Context: an optimization exercise on an open-source flow, tuned for small area. The choices shown serve that exercise and are no tape-out recipe.
The RTL was checked by simulation tests, not by an equivalence proof against the original design.
Power and IR drop assume default switching activity.

== the previous run ==
==> module sd_demod, before the edit <==
module sd_demod (
    input  wire        clk,
    input  wire        rst,
    input  wire        feed,
    input  wire [31:0] mag,
    input  wire [31:0] thresh,
    input  wire [15:0] sps,
    input  wire [7:0]  minpre,
    input  wire [7:0]  maxerr,
    input  wire        policy,       
    output wire        delivered,
    output wire [79:0] pkt
);
    localparam ST_SEARCH = 3'd0;     
    localparam ST_ARMED  = 3'd4;     
    localparam ST_LOCK0  = 3'd1;     
    localparam ST_LOCK1  = 3'd2;     
    localparam ST_DECODE = 3'd3;
    reg  [2:0]   st;
    wire         armed = st[2];
    reg          prev;
    reg  [16:0]  ec;         
    reg  [7:0]   cc;         
    reg  [79:0]  ra, rb;
    reg          ptr;        
    reg          hold_valid;
    reg          ok;         
    reg          match;      
    reg gt;
    integer gi;
    always @(*) begin
        gt = 1'b0;
        for (gi = 0; gi < 32; gi = gi + 1)
            gt = (mag[gi] & ~thresh[gi]) | ((mag[gi] | ~thresh[gi]) & gt);
    end
    wire        lvl       = gt;
    wire        edge_seen = (lvl != prev);
    wire [17:0] d        = {1'b0, ec} - {2'b00, sps};
    wire        boundary = !d[17];                                     
    wire        le_hi    = d[17] | ((d[16:8] == 9'd0) & (d[7:0] <= maxerr));
    wire        ge_lo    = !d[17] | ((&d[16:8]) & (~d[7:0] < maxerr));
    wire        on_cadence = ge_lo & le_hi;
    wire        timed_out  = !le_hi;
    wire [7:0]  cc_next  = cc + 8'd1;
    wire [16:0] ec_next  = ec + 17'd1;
    wire first     = (st == ST_LOCK1) && ge_lo;
    wire chip      = first || ((st == ST_DECODE) && boundary);
    wire even      = first || !cc[0];
    wire last      = (st == ST_DECODE) && (cc == 8'd159);
    wire new0      = ptr ? rb[0]  : ra[0];      
    wire held_top  = ptr ? ra[79] : rb[79];     
    wire valid_pkt = ok && (lvl != new0);
    wire shift     = feed && chip && even;
    assign delivered = feed && chip && last && valid_pkt &&
                       (!policy || (hold_valid && match));
    assign pkt = ra;
    always @(posedge clk) begin
        if (shift) begin
            ra <= {ra[78:0], ptr ? ra[79] : lvl};
            rb <= {rb[78:0], ptr ? lvl : rb[79]};
        end
    end
    always @(posedge clk) begin
        if (feed && chip) begin
            if (even) begin
                match <= (first || match) && (lvl == held_top);
                if (first)
                    ok <= 1'b1;
            end else begin
                ok <= ok && (lvl != new0);
            end
        end
    end
    always @(posedge clk) begin
        if (feed) begin
            case (st)
            ST_SEARCH, ST_ARMED:
                if (!armed || edge_seen)
                    ec <= 17'd1;
                else
                    ec <= ec_next;
            ST_LOCK0:
                if (edge_seen)
                    ec <= 17'd1;
                else if (timed_out)
                    ec <= 17'd2;
                else
                    ec <= ec_next;
            default:
                if (chip)
                    ec <= 17'd1;
                else
                    ec <= ec_next;
            endcase
        end
    end
    always @(posedge clk) begin
        if (rst) begin
            st         <= ST_SEARCH;
            prev       <= 1'b0;
            cc         <= 8'd0;
            ptr        <= 1'b0;
            hold_valid <= 1'b0;
        end else if (feed) begin
            case (st)
            ST_SEARCH: begin
                if (edge_seen)
                    st <= ST_ARMED;
            end
            ST_ARMED: begin
                if (edge_seen) begin
                    if (on_cadence) begin
                        cc <= cc_next;
                        if (cc_next == minpre)
                            st <= ST_LOCK0;
                    end else begin
                        cc <= 8'd0;
                    end
                end else if (timed_out) begin
                    cc <= 8'd0;
                    st <= ST_SEARCH;
                end
            end
            ST_LOCK0: begin
                if (edge_seen) begin
                    if (!on_cadence) begin
                        st    <= ST_ARMED;
                        cc    <= 8'd0;
                    end
                end else if (timed_out) begin
                    if (!lvl) begin
                        st <= ST_LOCK1;
                    end else begin
                        st    <= ST_SEARCH;
                        cc    <= 8'd0;
                    end
                end
            end
            ST_LOCK1: begin
                if (first) begin
                    st <= ST_DECODE;
                    cc <= 8'd1;
                end
            end
            ST_DECODE: begin
                if (boundary) begin
                    if (last) begin
                        if (valid_pkt && policy) begin
                            if (hold_valid && match) begin
                                hold_valid <= 1'b0;
                            end else begin
                                hold_valid <= 1'b1;
                                ptr        <= !ptr;
                            end
                        end
                        st    <= ST_SEARCH;
                        cc    <= 8'd0;
                    end else begin
                        cc <= cc_next;
                    end
                end
            end
            endcase
            prev <= lvl;
        end
    end
endmodule
Settings: LEC_CHECK=0, CAP_MARGIN=20, CORE_MARGIN=2, CORE_UTILIZATION=55, PLACE_DENSITY=0.7, SLEW_MARGIN=20; clock period 13.0 ns.
standard.sh (not shown) runs the stock make flow with config.mk's settings and CLKGATE_MAP_FILE= SYNTH_SCRIPT=/design/flow/synth_recipe.tcl, a recipe that flattens the netlist after the stock synthesis.
==> flow/flow/run.sh <==
#!/bin/bash
# Own layout flow: the standard synthesis, then a netlist pass that
# removes inverters around full adders (flow/fa_polarity.py), then the standard flow's
# standard layout with smaller port buffers and a clock tree of clkbuf_8
# without dummy loads. Each tool's output goes to a log file here.
set -euo pipefail
here=$(pwd)
res=$here/orfs/results/$FLOW_PLATFORM/sd_rx/base

bash standard.sh synth > "$here/1_synth.log" 2>&1

python3 flow/fa_polarity.py "$res/1_2_yosys.v" "$res/1_2_yosys.pol.v" > "$here/1_fa_polarity.log" 2>&1
cp "$res/1_2_yosys.v" "$res/1_2_yosys.std.v"
mv "$res/1_2_yosys.pol.v" "$res/1_2_yosys.v"
rm -f "$res/1_synth.odb" "$res/1_synth.sdc"
bash standard.sh synth > "$here/1_synth_odb.log" 2>&1

bash standard.sh \
    "BUFFER_PORTS_ARGS=-buffer_cell sky130_fd_sc_hd__buf_1" \
    "CTS_ARGS=-sink_clustering_enable -repair_clock_nets -buf_list sky130_fd_sc_hd__clkbuf_8 -sink_clustering_size 16 -sink_clustering_max_diameter 60 -dont_use_dummy_load" \
    finish > "$here/2_layout.log" 2>&1
Other scripts of this flow, unchanged in this note and not shown: flow/flow/fa_polarity.py
diff inputs: the previous run => the current run
--- a/flow/design.v
+++ b/flow/design.v
@@ -72,17 +72,16 @@
     input  wire [7:0]  maxerr,
     input  wire        policy,       
     output wire        delivered,
     output wire [79:0] pkt
 );
-    localparam ST_SEARCH = 3'd0;     
-    localparam ST_ARMED  = 3'd4;     
-    localparam ST_LOCK0  = 3'd1;     
-    localparam ST_LOCK1  = 3'd2;     
-    localparam ST_DECODE = 3'd3;
-    reg  [2:0]   st;
-    wire         armed = st[2];
+    localparam ST_SEARCH = 2'd0;
+    localparam ST_LOCK0  = 2'd1;     
+    localparam ST_LOCK1  = 2'd2;     
+    localparam ST_DECODE = 2'd3;
+    reg  [1:0]   st;
+    reg          armed;
     reg          prev;
     reg  [16:0]  ec;         
     reg  [7:0]   cc;         
     reg  [79:0]  ra, rb;
     reg          ptr;        
@@ -135,11 +134,11 @@
         end
     end
     always @(posedge clk) begin
         if (feed) begin
             case (st)
-            ST_SEARCH, ST_ARMED:
+            ST_SEARCH:
                 if (!armed || edge_seen)
                     ec <= 17'd1;
                 else
                     ec <= ec_next;
             ST_LOCK0:
@@ -158,56 +157,58 @@
         end
     end
     always @(posedge clk) begin
         if (rst) begin
             st         <= ST_SEARCH;
+            armed      <= 1'b0;
             prev       <= 1'b0;
             cc         <= 8'd0;
             ptr        <= 1'b0;
             hold_valid <= 1'b0;
         end else if (feed) begin
             case (st)
             ST_SEARCH: begin
-                if (edge_seen)
-                    st <= ST_ARMED;
-            end
-            ST_ARMED: begin
-                if (edge_seen) begin
+                if (!armed) begin
+                    if (edge_seen)
+                        armed <= 1'b1;
+                end else if (edge_seen) begin
                     if (on_cadence) begin
                         cc <= cc_next;
                         if (cc_next == minpre)
                             st <= ST_LOCK0;
                     end else begin
                         cc <= 8'd0;
                     end
                 end else if (timed_out) begin
-                    cc <= 8'd0;
-                    st <= ST_SEARCH;
+                    cc    <= 8'd0;
+                    armed <= 1'b0;
                 end
             end
             ST_LOCK0: begin
                 if (edge_seen) begin
                     if (!on_cadence) begin
-                        st    <= ST_ARMED;
+                        st    <= ST_SEARCH;
                         cc    <= 8'd0;
+                        armed <= 1'b1;
                     end
                 end else if (timed_out) begin
                     if (!lvl) begin
                         st <= ST_LOCK1;
                     end else begin
                         st    <= ST_SEARCH;
                         cc    <= 8'd0;
+                        armed <= 1'b0;
                     end
                 end
             end
             ST_LOCK1: begin
                 if (first) begin
                     st <= ST_DECODE;
                     cc <= 8'd1;
                 end
             end
-            ST_DECODE: begin
+            default: begin   
                 if (boundary) begin
                     if (last) begin
                         if (valid_pkt && policy) begin
                             if (hold_valid && match) begin
                                 hold_valid <= 1'b0;
@@ -215,10 +216,11 @@
                                 hold_valid <= 1'b1;
                                 ptr        <= !ptr;
                             end
                         end
                         st    <= ST_SEARCH;
+                        armed <= 1'b0;
                         cc    <= 8'd0;
                     end else begin
                         cc <= cc_next;
                     end
                 end
--- outcome ---
Cmp the current run and the previous run / clock skew after layout / higher: the current run. The current run reports its routing layer with the top usage in global route as met1 while the previous run reports met2. Setup slack deteriorates in the current run relative to the previous run. Max power across the current run and the previous run: the previous run. On post-synthesis to final-layout area growth, the current run and the previous run are neck and neck. Of the two values seen for slowest cell on the critical path, dfxtp_2 was produced by the current run and dfxtp_1 by the previous run. The current run did not stop at any stage, and its layout met the timing, DRC and antenna checks. Looking at cell total after placement across the current run and the previous run, the one that comes out lower is the previous run. On switching component of the power, the higher figure sits with the previous run, not the current run. Relative contribution of combinational cells to total power sits lower in the current run than in the previous run. Any difference in final design area excluding fillers between the current run and the previous run is small enough to ignore. The previous run has a lower arrival time at the worst endpoint than the current run.

[what the ideal ports hide]
How much do the figures lean on ideal ports? The routed layouts below were timed once more, with nothing changed but the port constraints. Step 1: set_driving_cell puts a clkbuf_16 on clk and a buf_2 on each other input, an assumption about the parent block. Step 2 also shifts input and output timing later by t, the mid clock arrival at the registers, as if the neighbouring blocks saw the same clock. Slacks: ideal ports / drivers / drivers and shift; pairs: ideal ports / drivers.
run	t (ns)	setup slack, ns	hold WS [ns]	worst setup path at the end	cell pins on the clock port's net
the previous run	0.788	0.944 / 0.944 / 0.944	0.351 / 0.351 / 0.351	register to register	1
the current run	0.774	0.818 / 0.818 / 0.818	0.345 / 0.345 / 0.345	register to register	1
After both steps setup and hold are still met in every run listed.
